Context: an optimization exercise on an open-source flow, tuned for small area, a short achievable clock period and few clock cycles. The choices shown serve that exercise and are no tape-out recipe.
At most, simulation tests tie the RTL to the original design; equivalence was not proved.
Power is estimated from default activity; no workload was simulated.

## alpha
==> flow/design.v (excerpt) <==
module fcsu (
    input  wire        clk,
    input  wire        rst,
    input  wire        h_valid,
    output wire        h_ready,
    input  wire        h_write,
    input  wire        h_word,
    input  wire [17:0] h_addr,
    input  wire [31:0] h_wdata,
    output wire        h_done,
    output wire [31:0] h_rdata,
    output reg         in_en,
    output reg         in_we,
    output reg  [3:0]  in_wmask,
    output reg  [11:0] in_addr,
    output reg  [31:0] in_wdata,
    input  wire [31:0] in_rdata,
    output reg         out_en,
    output reg         out_we,
    output reg  [3:0]  out_wmask,
    output reg  [11:0] out_addr,
    output reg  [31:0] out_wdata,
    input  wire [31:0] out_rdata
);
==> flow/config.mk <==
export PLATFORM = sky130hd
export DESIGN_NAME = fcsu
export DESIGN_NICKNAME = fcsu
export VERILOG_FILES = /design/flow/design.v
export SDC_FILE = /design/flow/constraint.sdc
export NUM_CORES = 4
export LEC_CHECK = 0
export CAP_MARGIN = 20
export CORE_MARGIN = 2
export CORE_UTILIZATION = 50
export PLACE_DENSITY = 0.65
export SETUP_SLACK_MARGIN = 4.5
export SLEW_MARGIN = 20
==> flow/constraint.sdc <==
create_clock -name core_clock -period 10.0 [get_ports {clk}]
set_input_delay 2.0000 -clock core_clock [delete_from_list [all_inputs] [get_ports {clk}]]
set_output_delay 2.0000 -clock core_clock [all_outputs]
set_load 0.01 [all_outputs]
standard.sh (not shown) runs the stock make flow with config.mk's settings and CLKGATE_MAP_FILE= SYNTH_SCRIPT=/design/flow/synth_recipe.tcl, a recipe that flattens the netlist after the stock synthesis.
==> flow/flow/run.sh <==
#!/bin/bash
# The standard layout (the standard.sh: standard synthesis, floorplan,
# placement, CTS, routing), with two changes to how cells are chosen:
# - the port buffers are plain buf_2 cells instead of the delay buffer
#   buffer_ports picks by default;
# - timing repair may swap a cell for one of another footprint.
# ORFS's own logs stay under orfs/logs; the make output goes to standard.log.
set -euo pipefail
bash standard.sh MATCH_CELL_FOOTPRINT=0 "BUFFER_PORTS_ARGS=-buffer_cell sky130_fd_sc_hd__buf_2" finish > standard.log 2>&1
Testbench counts of alpha, summed over its fixed seeds: cycles 126,101.
### alpha -> beta
-- flow/design.v --
<<< alpha, line 61
    reg        su_armed;
    reg [5:0]  su_width;
    reg [2:0]  su_bps;     
    reg [13:0] su_off;
    reg [13:0] su_count;
>>> beta, line 61
    reg        su_armed;
    reg [5:0]  su_width;
    reg [13:0] su_off;
    reg [13:0] su_count;
<<< alpha, line 149
        endcase
    end
    wire [1:0]  su_o    = su_p[1:0];
    wire        su_span = (su_bps[2] && su_o != 2'd0) ||
                          (su_bps == 3'd3 && su_o[1]) ||
                          (su_bps == 3'd2 && su_o == 2'd3);
    wire        su_oe4  = (su_bps[2] && su_o == 2'd0) ||
                          (su_bps == 3'd3 && su_o == 2'd1) ||
                          (su_bps == 3'd2 && su_o == 2'd2) ||
                          (su_bps == 3'd1 && su_o == 2'd3);
    wire        su_more = su_armed && (su_pos != su_count);
    wire        nx_slow = su_more && (!su_rv || su_span);
>>> beta, line 148
        endcase
    end
    wire [5:0]  su_wp7  = su_width + 6'd7;
    wire [2:0]  su_bps  = su_wp7[5:3];
    wire [1:0]  su_o    = su_p[1:0];
    wire [3:0]  su_oe   = {2'b0, su_o} + {1'b0, su_bps};
    wire        su_span = su_oe[2] && (su_oe[1:0] != 2'd0);    
    wire        su_more = su_armed && (su_pos != su_count);
    wire        nx_slow = su_more && (!su_rv || su_span);
<<< alpha, line 187
        endcase
    end
    wire [63:0] fd = 64'd1 << a_off;
    wire        f_c  = (fd[13] && !(rd_type[2] && rd_type[1:0] != 2'd0)) ||
                       (fd[14] && rd_type == 3'd5);
    wire        f_h  = fd[17] || (fd[18] && m_t && !r_esc);
    wire        f_dc = fd[18] && m_t && r_esc;
    wire [31:0] fast_rdata =
        ({32{fd[1]}}  & {28'd0, status}) |
        ({32{fd[10]}} & {18'd0, out_len}) |
        ({32{fd[11]}} & {30'd0, rd_kind}) |
        ({32{fd[12]}} & {29'd0, rd_type}) |
        ({32{f_c}}    & {16'd0, r_c}) |
        ({32{fd[15]}} & {29'd0, rd_boff}) |
        ({32{fd[16]}} & {18'd0, rd_blen}) |
        ({32{fd[17]}} & {16'd0, r_hdr[15:13], 13'd0}) |
        ({32{f_h}}    & {19'd0, r_hdr[12:0]}) |
        ({32{f_dc}}   & 32'd8194) |
        ({32{fd[19]}} & {31'd0, r_esc}) |
        ({32{fd[22]}} & {18'd0, su_count}) |
        ({32{fd[24]}} & su_sample);
    wire        rdb      = (state == S_RDB);
    wire [1:0]  rsel     = rdb ? lane : su_o;
>>> beta, line 183
        endcase
    end
    reg [31:0] fast_rdata;
    always @(*) begin
        case (a_off)
            6'h01: fast_rdata = {28'd0, status};
            6'h0A: fast_rdata = {18'd0, out_len};
            6'h0B: fast_rdata = {30'd0, rd_kind};
            6'h0C: fast_rdata = {29'd0, rd_type};
            6'h0D: fast_rdata = {16'd0, rd_item};
            6'h0E: fast_rdata = {16'd0, rd_seq};
            6'h0F: fast_rdata = {29'd0, rd_boff};
            6'h10: fast_rdata = {18'd0, rd_blen};
            6'h11: fast_rdata = {16'd0, r_hdr};
            6'h12: fast_rdata = {18'd0, rd_declen};
            6'h13: fast_rdata = {31'd0, r_esc};
            6'h16: fast_rdata = {18'd0, su_count};
            6'h18: fast_rdata = su_sample;
            default: fast_rdata = 32'd0;
        endcase
    end
    wire        rdb      = (state == S_RDB);
    wire [1:0]  rsel     = rdb ? lane : su_o;
<<< alpha, line 232
    end
    wire wr_slow   = h_write && (h_addr[17:16] == 2'd0) && (a_off == 6'h00) && slow_op;
    wire rd_slow   = !h_write && (!a_fast || (h_addr[17:13] != 5'd0));
    wire nx_look   = acc && h_write && (a_off == 6'h00) && (opcode == 3'd7);
    wire host_in   = acc && a_inw;
>>> beta, line 228
    end
    wire wr_slow   = h_write && (h_addr[17:16] == 2'd0) && (a_off == 6'h00) && slow_op;
    wire rd_slow   = !h_write && !(a_reg && a_fast);
    wire nx_look   = acc && h_write && (a_off == 6'h00) && (opcode == 3'd7);
    wire host_in   = acc && a_inw;
<<< alpha, line 261
    assign h_ready = idle;
    assign h_done  = done_c;
    assign h_rdata = !rdb ? ((h_addr[12:8] == 5'd0) ? fast_rdata : 32'd0) :
                     rrg  ? reg_rdata :
                     {24'd0, rdv ? (mflag ? out_byte : rot[7:0]) : 8'd0};
>>> beta, line 257
    assign h_ready = idle;
    assign h_done  = done_c;
    assign h_rdata = !rdb ? fast_rdata :
                     rrg  ? reg_rdata :
                     {24'd0, rdv ? (mflag ? out_byte : rot[7:0]) : 8'd0};
<<< alpha, line 435
        if (rst || op_strt) begin
            su_width <= (start_ok && !rst) ? width_r[5:0] : 6'd0;
            su_bps   <= (start_ok && !rst) ? width_p7[5:3] : 3'd0;
            su_off   <= (start_ok && !rst) ? soff_r[13:0] : 14'd0;
            su_count <= (start_ok && !rst) ? start_count : 14'd0;
>>> beta, line 431
        if (rst || op_strt) begin
            su_width <= (start_ok && !rst) ? width_r[5:0] : 6'd0;
            su_off   <= (start_ok && !rst) ? soff_r[13:0] : 14'd0;
            su_count <= (start_ok && !rst) ? start_count : 14'd0;
<<< alpha, line 444
        if (op_strt || nx_fin)
            su_p <= op_strt ? soff_r[13:0] : su_pn;
        if (rst || op_strt || su_fetch || in_en || (nx_fin && su_oe4))
            su_rv <= !rst && !op_strt && (su_fetch || su_fetch2r);
    end
>>> beta, line 439
        if (op_strt || nx_fin)
            su_p <= op_strt ? soff_r[13:0] : su_pn;
        if (rst || op_strt || su_fetch || in_en || (nx_fin && su_oe == 4'd4))
            su_rv <= !rst && !op_strt && (su_fetch || su_fetch2r);
    end
### Flow results
[compare] base=alpha new=beta: share of power burned in combinational logic went up 0.5 points, sequential cell count of the final layout -3, area growth from synthesis to layout lost 0.58 points, routed wire length picked up an extra about 2.2%.
Note that the count of plain and timing-repair buffers in the layout recorded for beta amounts to 1.07 times the value seen in alpha.
Function not checked in beta: the RTL went through the layout flow alone.

[separate check: timing with driven ports]
The results above use ideal ports. As a check the final layouts listed here were re-extracted and re-timed, cells and wires unchanged.
Step 1 assumes that a clkbuf_16 drives the clock port and a buf_2 every other input.
Step 2 also shifts input and output timing later by t, the mid clock arrival at the registers, as if the neighbouring blocks saw the same clock.
a / b / c = ideal / step 1 / step 2; a / b = the first two.
run | t (ns) | slack for setup (ns) | worst setup path at the end
alpha | 0.671 | 4.185 / 4.136 / 4.136 | input to output
beta | 0.664 | 4.302 / 4.228 / 4.020 | input to register
After both steps setup and hold are still met in every run listed. The setup slack of beta, which loses most, moves by -0.074 ns with the drivers and by -0.282 ns with both steps.
